From an optimization exercise on the open Yosys and OpenROAD flow, aimed at small area, a short achievable clock period and few clock cycles per item; shortcuts taken in it are not production practice.
Only the layout flow was run in this run; the RTL was not checked for function there.
Power is estimated from default activity; no workload was simulated.

### design/flow/design.v
module hfo_core128 (
    input  wire        clk,
    input  wire        rst,
    input  wire        req,
    input  wire        req_we,
    input  wire [7:0]  req_off,
    input  wire [4:0]  req_size,
    input  wire [63:0] req_wdata,
    output wire        ack,
    output wire        ack_err,
    output wire [63:0] ack_rdata
);
    localparam [7:0] OP_NOP = 8'h00, OP_ADD = 8'h01, OP_SUB = 8'h02,
                     OP_EQ  = 8'h08, OP_NE  = 8'h09, OP_LTU = 8'h0A,
                     OP_LEU = 8'h0B, OP_GTU = 8'h0C, OP_GEU = 8'h0D,
                     OP_AND = 8'h10, OP_OR  = 8'h11, OP_XOR = 8'h12,
                     OP_NOT = 8'h13, OP_SLL = 8'h14, OP_SRL = 8'h15,
                     OP_SRA = 8'h16, OP_ZEXT64 = 8'h18,
                     OP_MUL = 8'h20, OP_MUL64 = 8'h21,
                     OP_DIVU = 8'h30, OP_REMU = 8'h31, OP_DIVS = 8'h32, OP_REMS = 8'h33,
                     OP_NEG = 8'h40, OP_SEXT64 = 8'h41,
                     OP_LTS = 8'h44, OP_LES = 8'h45, OP_GTS = 8'h46, OP_GES = 8'h47,
                     OP_FXADD64 = 8'h60, OP_FXSUB64 = 8'h61, OP_FXMUL64 = 8'h62,
                     OP_FXDIV64 = 8'h63, OP_FXMOD64 = 8'h64, OP_FXNEG64 = 8'h65,
                     OP_FXFROMINT64 = 8'h66,
                     OP_FXMUL128 = 8'h72, OP_FXDIV128 = 8'h73, OP_FXFROMINT128 = 8'h76;
    localparam [1:0] T_NONE = 2'd0, T64 = 2'd1, T96 = 2'd2, T128 = 2'd3;
    reg [127:0] opa, opb, y, z;
    reg         st_c, st_faulted;
    reg [1:0]   st_tier;
    reg [3:0]   st_cause;
    reg         force128;
    reg [31:0]  faultcmd;
    reg [7:0]   pa;
    reg [4:0]   ps;
    reg [63:0]  rdq;
    reg         rv;          
    reg         busy;
    reg         ph_e1, ph_e2, ph_st, ph_p1, ph_p2;
    reg [7:0]   opr;
    reg [7:0]   cnt;
    reg [6:0]   sa;
    reg [127:0] r;
    reg         msel;        
    reg         nneg, dneg;
    reg c_xa, c_xcs, c_xr2;                  
    reg c_yb, c_ya, c_yy, c_yr, c_ycs;       
    reg c_inv;                               
    reg c_ysum, c_ylog, c_ysh, c_ycmp, c_ydq, c_hxs, c_hxz, c_ywe, c_zwe;
    reg c_land, c_lor, c_lxor, c_lnot, c_lpass;
    reg c_cs, c_ceq, c_clt, c_cinv;          
    reg c_ry, c_rb, c_left, c_kill, c_fill;  
    reg c_re2d, c_re2m, c_rmul, c_rdiv;      
    reg c_addc, c_subc;                      
    reg am_m12, am_fxn, am_sx, am_zx, bm_sx, bm_zx, dsgn;
    wire [127:0] A = opa;
    wire [127:0] B = opb;
    wire sz4    = (req_size == 5'd4);
    wire sz8    = (req_size == 5'd8);
    wire acc_ok = (sz4 && req_off[1:0] == 2'b00) ||
                  (sz8 && req_off[2:0] == 3'b000 && req_off[7:6] == 2'b00);
    wire pa_st  = (pa == 8'h44) && (ps == 5'd4);    
    wire pa_y0  = (pa == 8'h20) && (ps == 5'd8);    
    wire pa_dir = pa_st || pa_y0;
    wire amatch = (req_off == pa) && (req_size == ps);
    wire hit    = amatch && (pa_dir || rv);
    wire rd_go  = hit && (!busy || (pa_st && !c_addc && !c_subc));
    assign ack     = req && (req_we ? !busy : rd_go);
    assign ack_err = !acc_ok;
    wire wr_ok  = req && req_we && !busy && acc_ok;
    wire is_cmd = wr_ok && sz4 && (req_off == 8'h40);
    wire is_ctl = wr_ok && sz4 && (req_off == 8'h48);
    wire is_opw = wr_ok && (req_off[7:5] == 3'b000);
    assign ack_rdata = pa_st ? {56'd0, st_cause, st_tier, st_faulted, st_c} :
                       pa_y0 ? y[63:0] : rdq;
    reg [7:0] pn;
    reg [4:0] pns;
    always @* begin
        pn = pa; pns = ps;
        if (pa_st)                          begin pn = 8'h20; pns = 5'd8; end
        else if (ps == 5'd8 && pa == 8'h20) pn = 8'h28;
        else if (ps == 5'd8 && pa == 8'h28) pn = 8'h30;
        else if (ps == 5'd8 && pa == 8'h30) pn = 8'h38;
    end
    wire       t_nx = pa_dir || rv;
    wire [7:0] ta   = t_nx ? pn : pa;
    wire       t8   = t_nx ? (pns == 5'd8) : (ps == 5'd8);
    wire       rd_hitnow = req && !req_we && rd_go;
    wire       rdq_ld = !busy && (t_nx ? rd_hitnow : 1'b1);
    wire [31:0] cw  = req_wdata[31:0];
    wire [7:0]  opc = cw[7:0];
    reg opc_known;
    always @* begin
        case (opc)
            OP_NOP, OP_ADD, OP_SUB, OP_EQ, OP_NE, OP_LTU, OP_LEU, OP_GTU, OP_GEU,
            OP_AND, OP_OR, OP_XOR, OP_NOT, OP_SLL, OP_SRL, OP_SRA, OP_ZEXT64,
            OP_MUL, OP_MUL64, OP_DIVU, OP_REMU, OP_DIVS, OP_REMS,
            OP_NEG, OP_SEXT64, OP_LTS, OP_LES, OP_GTS, OP_GES,
            OP_FXADD64, OP_FXSUB64, OP_FXMUL64, OP_FXDIV64, OP_FXMOD64, OP_FXNEG64,
            OP_FXFROMINT64, OP_FXMUL128, OP_FXDIV128, OP_FXFROMINT128:
                opc_known = 1'b1;
            default: opc_known = 1'b0;
        endcase
    end
    wire legal = (cw[31:8] == 24'd0) && opc_known;
    wire b_zero   = (B == 128'd0);
    wire b_lo0    = (B[63:0] == 64'd0);
    wire divzero  = ((opc == OP_DIVU || opc == OP_REMU || opc == OP_DIVS ||
                      opc == OP_REMS || opc == OP_FXDIV128) && b_zero) ||
                    ((opc == OP_FXDIV64 || opc == OP_FXMOD64) && b_lo0);
    wire a_hi0   = (A[127:64] == 64'd0);
    wire b_hi0   = (B[127:64] == 64'd0);
    wire a_m64   = a_hi0 || (A[127:64] == {64{1'b1}} && A[63:0] != 64'd0);
    wire b_m64   = b_hi0 || (B[127:64] == {64{1'b1}} && !b_lo0);
    wire b_u32   = (B[127:32] == 96'd0);
    wire b_m32   = b_u32 || (B[127:32] == {96{1'b1}} && B[31:0] != 32'd0);
    wire n_m64   = (A[115:52] == 64'd0) ||
                   (A[115:52] == {64{1'b1}} && A[51:0] != 52'd0);
    reg [1:0] c_tier;
    always @* begin
        c_tier = T_NONE;
        case (opc)
            OP_MUL:      c_tier = (a_hi0 && b_hi0) ? T64 : T128;
            OP_MUL64:    c_tier = T64;
            OP_FXMUL128: c_tier = (a_m64 && b_m64) ? T64 : T128;
            OP_DIVU, OP_REMU:
                         c_tier = (a_hi0 && b_hi0) ? T64 : b_u32 ? T96 : T128;
            OP_DIVS, OP_REMS:
                         c_tier = (a_m64 && b_m64) ? T64 : b_m32 ? T96 : T128;
            OP_FXDIV128: c_tier = (n_m64 && b_m64) ? T64 : b_m32 ? T96 : T128;
            default:     c_tier = T_NONE;
        endcase
        if (force128 && (opc == OP_MUL || opc == OP_FXMUL128 || opc == OP_DIVU ||
                         opc == OP_REMU || opc == OP_DIVS || opc == OP_REMS ||
                         opc == OP_FXDIV128))
            c_tier = T128;
    end
    wire start = is_cmd && !st_faulted && legal && !divzero && (opc != OP_NOP);
    wire s_dsgn = (opc == OP_DIVS) || (opc == OP_REMS) || (opc == OP_FXDIV64) ||
                  (opc == OP_FXMOD64) || (opc == OP_FXDIV128);
    wire s_fx64 = (opc == OP_FXDIV64) || (opc == OP_FXMOD64);
    wire s_nneg = s_dsgn && ((opc == OP_FXDIV128) ? A[115] :
                             (opc == OP_FXDIV64)  ? A[51]  :
                             (opc == OP_FXMOD64)  ? A[63]  : A[127]);
    wire s_dneg = s_dsgn && (s_fx64 ? B[63] : B[127]);
    wire [127:0] a_l12 = {A[115:0], 12'd0};
    wire [63:0]  aop_lo = (am_m12 || am_fxn) ? a_l12[63:0] : A[63:0];
    wire [63:0]  aop_hi = am_m12 ? a_l12[127:64] :
                          am_fxn ? {64{A[51]}} :
                          am_sx  ? {64{A[63]}} :
                          am_zx  ? 64'd0 : A[127:64];
    wire [127:0] aop = {aop_hi, aop_lo};
    wire [127:0] bop = {bm_sx ? {64{B[63]}} : (bm_zx ? 64'd0 : B[127:64]), B[63:0]};
    wire [127:0] mcand = {bm_zx ? 64'd0 : (msel ? B[127:64] : A[127:64]),
                          msel ? B[63:0] : A[63:0]};
    wire [127:0] cs_a  = {y[125:0], 2'b00};
    wire [127:0] cs_b  = {mcand[126:0], 1'b0} & {128{r[127]}};
    wire [127:0] cs_c  = mcand & {128{r[126]}};
    wire [127:0] cs_s  = cs_a ^ cs_b ^ cs_c;
    wire [127:0] cs_k  = (cs_a & cs_b) | (cs_a & cs_c) | (cs_b & cs_c);
    wire [127:0] ax = ({128{c_xa}}  & A) |
                      ({128{c_xcs}} & cs_s) |
                      ({128{c_xr2}} & {r[126:0], y[127]});
    wire [127:0] ay = ({128{c_yb}} & bop) | ({128{c_ya}} & aop) |
                      ({128{c_yy}} & y)   | ({128{c_yr}} & r) |
                      ({128{c_ycs}} & {cs_k[126:0], 1'b0});
    wire inv = c_inv;
    wire [128:0] sum_full = {1'b0, ax} + {1'b0, ay ^ {128{inv}}} + {128'd0, inv};
    wire [127:0] sum  = sum_full[127:0];
    wire         cout = sum_full[128];
    wire eq  = (ax == ay);
    wire ltu = !cout;
    wire lts = (A[127] ^ B[127]) ? A[127] : ltu;
    wire lt  = c_cs ? lts : ltu;
    wire cmpbit = c_cinv ^ ((c_clt && lt) || (c_ceq && eq));
    wire dge = r[127] || cout;
    wire [127:0] lg = ({128{c_land}}  & (A & B)) |
                      ({128{c_lor}}   & (A | B)) |
                      ({128{c_lxor}}  & (A ^ B)) |
                      ({128{c_lnot}}  & ~A) |
                      ({128{c_lpass}} & A);
    wire ri_y = busy ? c_ry : (ta[5:4] == 2'd2);
    wire ri_z = !busy && (ta[5:4] == 2'd3);
    wire ri_b = busy ? c_rb : (ta[5:4] == 2'd1);
    wire [127:0] rin = ri_y ? y : ri_z ? z : (ri_b ? bop : aop);
    wire [6:0] ramt = busy ? sa : {2'd0 - ta[3:2], 5'd0};
    reg [127:0] rot;
    always @* begin
        rot = rin;
        if (ramt[0]) rot = {rot[126:0], rot[127]};
        if (ramt[1]) rot = {rot[125:0], rot[127:126]};
        if (ramt[2]) rot = {rot[123:0], rot[127:124]};
        if (ramt[3]) rot = {rot[119:0], rot[127:120]};
        if (ramt[4]) rot = {rot[111:0], rot[127:112]};
        if (ramt[5]) rot = {rot[95:0],  rot[127:96]};
        if (ramt[6]) rot = {rot[63:0],  rot[127:64]};
    end
    wire [127:0] gem = {128{1'b1}} << sa;    
    wire sa0 = (sa == 7'd0);
    wire [127:0] keep = c_left ? (gem & {128{!c_kill}}) : (~gem | {128{sa0}});
    wire fill = c_fill && rin[127];
    wire [127:0] shy = (rot & keep) | ({128{fill}} & ~keep);
    function [7:0] f_lzc;
        input [127:0] x;
        reg [127:0] zf, zn;
        reg [895:0] cf, cn;
        integer l, j;
        begin
            zf = ~x;
            cf = 896'd0;
            for (l = 1; l <= 7; l = l + 1) begin
                zn = 128'd0;
                cn = 896'd0;
                for (j = 0; j < (128 >> l); j = j + 1) begin
                    zn[j] = zf[2*j+1] & zf[2*j];
                    cn[j*7 +: 7] = zf[2*j+1] ? (cf[(2*j)*7 +: 7] | (7'd1 << (l-1)))
                                             : cf[(2*j+1)*7 +: 7];
                end
                zf = zn;
                cf = cn;
            end
            f_lzc = zf[0] ? 8'd128 : {1'b0, cf[6:0]};
        end
    endfunction
    wire [7:0] lz_a = f_lzc(aop ^ {128{nneg}});
    wire [7:0] lz_b = f_lzc(bop ^ {128{dneg}});
    wire [9:0] s_raw = {2'b00, lz_b} - {2'b00, lz_a} + {9'd0, nneg} + 10'd1;
    wire [9:0] t_raw = {2'b00, lz_a} - {2'b00, lz_b} - {9'd0, nneg} - 10'd1;    
    wire       s_le0 = s_raw[9] || (s_raw == 10'd0);
    wire       s_big = !s_raw[9] && (s_raw[8:7] != 2'b00);
    wire [7:0] s_div = s_raw[9] ? 8'd0 : s_big ? 8'd128 : s_raw[7:0];
    wire [6:0] sa_div = (s_big || s_le0) ? 7'd0 : t_raw[6:0];
    wire       a_fewer = (lz_a >= lz_b);
    wire [7:0] lz_max  = a_fewer ? lz_a : lz_b;
    wire [127:0] v = ({128{c_ysum}} & sum) |
                     ({128{c_ylog}} & lg) |
                     ({128{c_ysh}}  & shy) |
                     ({128{c_ydq}}  & {y[126:0], dge}) |
                     {127'd0, c_ycmp && cmpbit};
    wire [127:0] y_nx = {c_hxs ? {64{v[63]}} : (c_hxz ? 64'd0 : v[127:64]), v[63:0]};
    wire [7:0] op = busy ? opr : opc;
    wire d_add   = (op == OP_ADD);
    wire d_sub   = (op == OP_SUB);
    wire d_neg   = (op == OP_NEG);
    wire d_fxadd = (op == OP_FXADD64);
    wire d_fxsub = (op == OP_FXSUB64);
    wire d_fxneg = (op == OP_FXNEG64);
    wire d_ucmp  = (op[7:3] == 5'b00001);
    wire d_scmp  = (op[7:2] == 6'b010001);
    wire d_and   = (op == OP_AND);
    wire d_or    = (op == OP_OR);
    wire d_xor   = (op == OP_XOR);
    wire d_not   = (op == OP_NOT);
    wire d_zext  = (op == OP_ZEXT64);
    wire d_sext  = (op == OP_SEXT64);
    wire d_sll   = (op == OP_SLL);
    wire d_srl   = (op == OP_SRL);
    wire d_sra   = (op == OP_SRA);
    wire d_fi64  = (op == OP_FXFROMINT64);
    wire d_fi128 = (op == OP_FXFROMINT128);
    wire d_mul64 = (op == OP_MUL64);
    wire d_fxm64 = (op == OP_FXMUL64);
    wire d_fxm128= (op == OP_FXMUL128);
    wire d_divu  = (op == OP_DIVU);
    wire d_divs  = (op == OP_DIVS);
    wire d_fxd64 = (op == OP_FXDIV64);
    wire d_fxmod = (op == OP_FXMOD64);
    wire d_fxd128= (op == OP_FXDIV128);
    wire d_mul   = (op == OP_MUL) || d_mul64 || d_fxm64 || d_fxm128;
    wire d_div   = (op[7:2] == 6'b001100) || d_fxd64 || d_fxmod || d_fxd128;
    wire d_dsgn  = d_divs || (op == OP_REMS) || d_fxd64 || d_fxmod || d_fxd128;
    wire d_qonly = d_fxd64 || d_fxd128;
    wire d_cmp   = d_ucmp || d_scmp;
    wire [2:0] d_cl = op[2:0];
    reg n_e1, n_e2, n_st, n_p1, n_p2;
    always @* begin
        n_e1 = 1'b0; n_e2 = 1'b0; n_st = 1'b0; n_p1 = 1'b0; n_p2 = 1'b0;
        if (start) begin
            n_e1 = 1'b1;
        end else if (busy && !rst) begin
            if (ph_e1) begin
                n_e2 = d_mul || d_div;
            end else if (ph_e2) begin
                if (cnt != 8'd0) n_st = 1'b1;
                else n_p1 = d_div;
            end else if (ph_st) begin
                if (cnt != 8'd1) n_st = 1'b1;
                else begin
                    n_p1 = d_div || d_fxm64;
                    n_p2 = d_fxm128;
                end
            end else if (ph_p1) begin
                n_p2 = d_divs || d_fxm64;
            end
        end
    end
    wire n_busy = n_e1 || n_e2 || n_st || n_p1 || n_p2;
    wire e2_kill = ph_e1 && s_le0;
    wire e2_rb   = ph_e1 && !a_fewer;
    wire st_dneg = dneg;
    wire p_r     = !d_qonly;      
    always @(posedge clk) begin
        c_xa   <= n_e1 && (d_add || d_sub || d_cmp || d_fxadd || d_fxsub);
        c_yb   <= (n_e1 && (d_add || d_sub || d_cmp || d_fxadd || d_fxsub)) ||
                  (n_st && d_div);
        c_ya   <= n_e1 && (d_neg || d_fxneg || d_div);
        c_inv  <= (n_e1 && (d_sub || d_cmp || d_fxsub || d_neg || d_fxneg || (d_div && s_nneg))) ||
                  (n_st && d_div && !st_dneg) ||
                  (n_p1 && d_div && (p_r ? nneg : (nneg ^ dneg))) ||
                  (n_p2 && d_div && (nneg ^ dneg));
        c_ysum <= (n_e1 && (d_add || d_sub || d_neg || d_fxadd || d_fxsub || d_fxneg || d_div)) ||
                  (n_st && d_mul) || ((n_p1 || n_p2) && d_div);
        c_ylog <= n_e1 && (d_and || d_or || d_xor || d_not || d_zext || d_sext);
        c_land <= n_e1 && d_and;
        c_lor  <= n_e1 && d_or;
        c_lxor <= n_e1 && d_xor;
        c_lnot <= n_e1 && d_not;
        c_lpass <= n_e1 && (d_zext || d_sext);
        c_ycmp <= n_e1 && d_cmp;
        c_cs   <= d_scmp;
        c_ceq  <= d_ucmp ? (d_cl == 3'd0 || d_cl == 3'd1 || d_cl == 3'd3 || d_cl == 3'd4)
                         : (d_cl[0] ^ d_cl[1]);
        c_clt  <= d_ucmp ? (d_cl >= 3'd2) : 1'b1;
        c_cinv <= d_ucmp ? (d_cl == 3'd1 || d_cl == 3'd4 || d_cl == 3'd5)
                         : d_cl[1];
        c_ysh  <= (n_e1 && (d_sll || d_srl || d_sra || d_fi64 || d_fi128)) ||
                  (n_e2 && d_div) || ((n_p1 || n_p2) && d_mul);
        c_left <= (n_e1 && (d_sll || d_fi64 || d_fi128)) || n_e2 || (n_p1 && d_mul);
        c_fill <= (n_e1 && d_sra) || (n_p2 && d_mul);
        c_hxs  <= (n_e1 && (d_fxadd || d_fxsub || d_fxneg || d_sext || d_fi64)) ||
                  ((n_p1 || n_p2) && (d_fxd64 || d_fxmod));
        c_hxz  <= n_e1 && d_zext;
        c_ywe  <= n_busy && !(n_p1 && (d_divu || d_divs));
        c_zwe  <= n_p1 && (d_divu || d_divs);
        c_addc <= n_e1 && d_add;
        c_subc <= n_e1 && d_sub;
        c_ry   <= (n_e2 && d_div) || ((n_p1 || n_p2) && d_mul);
        c_rb   <= n_e2 && d_mul && e2_rb;
        c_kill <= n_e2 && d_div && e2_kill;
        c_re2d <= n_e2 && d_div;
        c_re2m <= n_e2 && d_mul;
        c_xr2  <= n_st && d_div;
        c_xcs  <= n_st && d_mul;
        c_ycs  <= n_st && d_mul;
        c_ydq  <= n_st && d_div;
        c_rdiv <= n_st && d_div;
        c_rmul <= n_st && d_mul;
        c_yy   <= (n_p1 && d_div && !p_r) || (n_p2 && d_div);
        c_yr   <= n_p1 && d_div && p_r;
    end
    always @(posedge clk) begin
        if (start) begin
            opr    <= opc;
            am_m12 <= (opc == OP_FXDIV128);
            am_fxn <= (opc == OP_FXDIV64);
            am_sx  <= (opc == OP_FXMOD64);
            am_zx  <= (opc == OP_MUL64) || (opc == OP_FXMUL64);
            bm_sx  <= (opc == OP_FXDIV64) || (opc == OP_FXMOD64);
            bm_zx  <= (opc == OP_MUL64) || (opc == OP_FXMUL64);
            dsgn   <= s_dsgn;
            nneg   <= s_nneg;
            dneg   <= s_dneg;
            sa     <= (opc == OP_SLL) ? B[6:0] :
                      (opc == OP_SRL || opc == OP_SRA) ? (7'd0 - B[6:0]) : 7'd12;
        end else if (!n_busy) begin
            am_m12 <= 1'b0; am_fxn <= 1'b0; am_sx <= 1'b0; am_zx <= 1'b0;
            bm_sx  <= 1'b0; bm_zx  <= 1'b0; dsgn <= 1'b0;
        end
        if (rdq_ld) begin
            if (ta[7:6] == 2'b00) rdq <= {t8 ? rot[63:32] : 32'd0, rot[31:0]};
            else if (ta == 8'h48) rdq <= {63'd0, force128};
            else if (ta == 8'h4C) rdq <= {32'd0, faultcmd};
            else                  rdq <= 64'd0;
        end
        if (ph_e1) begin
            msel <= a_fewer;
            if (d_div) begin
                cnt <= s_div;
                sa  <= sa_div;
            end else begin
                cnt <= 8'd64 - {1'b0, lz_max[7:1]};
                sa  <= {lz_max[6:1], 1'b0};
            end
        end
        if (ph_e2) sa <= d_fxm64 ? 7'd64 : 7'd116;
        if (ph_p1) sa <= 7'd52;
        if (ph_st) cnt <= cnt - 8'd1;
        if (c_re2d)      r <= rot & ~keep;
        else if (c_re2m) r <= shy;
        else if (c_rmul) r <= {r[125:0], 2'b00};
        else if (c_rdiv) r <= dge ? sum : ax;
    end
    always @(posedge clk) begin
        if (rst) begin
            opa <= 128'd0; opb <= 128'd0; y <= 128'd0; z <= 128'd0;
            st_c <= 1'b0; st_faulted <= 1'b0; st_tier <= T_NONE; st_cause <= 4'd0;
            force128 <= 1'b0; faultcmd <= 32'd0;
            busy <= 1'b0;
            ph_e1 <= 1'b0; ph_e2 <= 1'b0; ph_st <= 1'b0; ph_p1 <= 1'b0; ph_p2 <= 1'b0;
            pa <= 8'h44; ps <= 5'd4; rv <= 1'b0;
        end else begin
            if (req && !req_we && !amatch) rv <= 1'b0;
            else if (wr_ok)             rv <= 1'b0;
            else if (rdq_ld)            rv <= 1'b1;
            busy  <= n_busy;
            ph_e1 <= n_e1; ph_e2 <= n_e2; ph_st <= n_st; ph_p1 <= n_p1; ph_p2 <= n_p2;
            if (req && !req_we && !amatch) begin
                pa <= req_off;
                ps <= req_size;
            end else if (rd_hitnow) begin
                pa <= pn;
                ps <= pns;
            end else if (is_cmd) begin
                pa <= 8'h44;
                ps <= 5'd4;
            end
            if (c_ywe) y <= y_nx;
            if (c_zwe) z <= sum;
            if (c_addc) st_c <= cout;
            if (c_subc) st_c <= !cout;
            if (is_opw) begin
                if (sz8) begin
                    if (req_off[4]) opb[64*req_off[3] +: 64] <= req_wdata;
                    else            opa[64*req_off[3] +: 64] <= req_wdata;
                end else begin
                    if (req_off[4]) opb[32*req_off[3:2] +: 32] <= req_wdata[31:0];
                    else            opa[32*req_off[3:2] +: 32] <= req_wdata[31:0];
                end
            end
            if (is_ctl) begin
                if (req_wdata[1]) begin
                    opa <= 128'd0; opb <= 128'd0; y <= 128'd0; z <= 128'd0;
                    st_c <= 1'b0; st_faulted <= 1'b0; st_tier <= T_NONE;
                    st_cause <= 4'd0; force128 <= 1'b0; faultcmd <= 32'd0;
                end else begin
                    force128 <= req_wdata[0];
                end
            end
            if (is_cmd && !st_faulted) begin
                if (!legal) begin
                    st_faulted <= 1'b1;
                    st_cause   <= 4'd2;
                    faultcmd   <= cw;
                end else if (divzero) begin
                    st_faulted <= 1'b1;
                    st_cause   <= 4'd1;
                    faultcmd   <= cw;
                end else begin
                    st_c    <= 1'b0;
                    st_tier <= c_tier;
                end
            end
        end
    end
endmodule
### design/flow/run.sh
#!/bin/bash
# synth_recipe.tcl (not shown) runs the flow's synth.tcl, then flattens the netlist and writes it again
# the make line also repeats each setting of config.mk as NAME=value (left out here)
make -C /OpenROAD-flow-scripts/flow DESIGN_CONFIG=/design/flow/config.mk WORK_HOME=/design/flow/orfs CLKGATE_MAP_FILE= SYNTH_SCRIPT=/design/flow/synth_recipe.tcl finish
### design/flow/config.mk
export PLATFORM = sky130hd
export DESIGN_NAME = hfo_core128
export DESIGN_NICKNAME = hfo_core128
export VERILOG_FILES = /design/flow/design.v
export SDC_FILE = /design/flow/constraint.sdc
export NUM_CORES = 4
export LEC_CHECK = 0
export CAP_MARGIN = 20
export CORE_MARGIN = 2
export CORE_UTILIZATION = 45
export GPL_ROUTABILITY_DRIVEN = 1
export PLACE_DENSITY = 0.6
export SETUP_SLACK_MARGIN = 4.5
export SLEW_MARGIN = 20
### design/flow/constraint.sdc
create_clock -name core_clock -period 10.0 [get_ports {clk}]
set_input_delay 2.0000 -clock core_clock [delete_from_list [all_inputs] [get_ports {clk}]]
set_output_delay 2.0000 -clock core_clock [all_outputs]
set_load 0.01 [all_outputs]
==> results.sh <==
export IMPL_status="aborted with a tool error"
export IMPL_stop_stage="global routing (5_1_grt)"
export IMPL_error="[ERROR GRT-0116] Global routing finished with congestion. Check the congestion regions in the DRC Viewer."
export IMPL_syn_num_nets=15500
export IMPL_ys_seq_area_share_pct=17.8
export IMPL_yosys_area_top_type_share_pct=11.6
export IMPL_io_pins=147
export IMPL_synth_most_common_cell="nand2_1"
export IMPL_ctsHtreeMaxLevel=3
export IMPL_grt_pass1_wl_mm=1410
export IMPL_syn_inst=14900
export IMPL_io_buffers=146
export IMPL_grt_max_degree=161
export IMPL_first_global_vias=154000
export IMPL_syn_cell_area_mm2=0.105
export IMPL_dpl_cell_area_mm2=0.113
export IMPL_synthesis_area_per_instance_um2=7.09
export IMPL_cts_root_buf="clkbuf_16"
export IMPL_synth_edf_count=216
export IMPL_holdBufCountCts=0
export IMPL_clock_sinks=829
export IMPL_place_inst=17500
export IMPL_grt_overflow_total=252
export IMPL_synth_area_leaders="dfxtp_1 (12%), nand2_1 (8.0%), edfxtp_1 (6.1%)"
export IMPL_synthArstFlopShare_pct=0
export IMPL_synthFlopType="dfxtp_1"
export IMPL_numCtsBuffers=108
export IMPL_synthTopCellsByCount="nand2_1 (2,257), o21ai_0 (1,257), a21oi_1 (1,188)"
export IMPL_synth_seq_cells=829
export IMPL_die_w_um=488
export IMPL_start_util_pct=45.3
export IMPL_yosysWarnings=1
export IMPL_dpl_hpwl_mm=703
export IMPL_synth_distinct_cells=117
export IMPL_rows=177
export IMPL_clockBufferDepth=3
export IMPL_die_height_um=488
export IMPL_grt_total_usage_pct=83.2
export IMPL_place_gp_congestion=1.43
export IMPL_synth_top_cell_by_area="dfxtp_1"
through the flow:
stage / utilization (%) / hold slack (ns) / worst slack, ns
floorplan: - / 0.417 / 3.66
global placement: 48.7 / 0.423 / 0.702
detailed placement: 48.8 / 0.436 / 0.829
CTS: 56.8 / 0.445 / 2.91
what timing repair did:
action | in CTS
cloned | 68
pin swaps | 432
resized for setup | 1863
setup endpoints to repair | 859
setup buffers | 559
power groups by stage:
stage	combinational, W	sequential [W]	clock [W]
4_1_cts	0.00256	0.00353	0.00447
3_3_place_gp	0.00232	0.00359	0
2_1_floorplan	0.000990	0.00359	0
3_5_place_dp	0.00234	0.00359	0
worst max-delay path by stage:
| stage | from | cells after the start | endpoint |
|---|---|---|---|
| after floorplan | am_fxn$_SDFFCE_PN0P_ | 30 | sa[5]$_SDFFE_PP1P_ |
| after global placement | am_m12$_SDFFCE_PN0P_ | 22 | y[105]$_SDFF_PP0_ |
| after detailed placement | am_m12$_SDFFCE_PN0P_ | 25 | cnt[6]$_DFFE_PP_ |
| after CTS | msel$_DFFE_PP_ | 33 | r[54]$_DFFE_PP_ |
routing by layer:
layer  GRT usage, %  overflow
met1           85.6        15
met3           75.2        15
met2           91.8       128
met5           57.4         1
met4           77.3        93
logic make-up after synthesis:
logic type	synth area share (%)
AO/OA/AOI/OAI	34.7
XOR/XNOR	3.65
adder cells (fa/ha/maj)	7.42
buffers and inverters	7.05
flip-flops	17.8
multiplexers	8.52
AND/OR/NAND/NOR	20.9
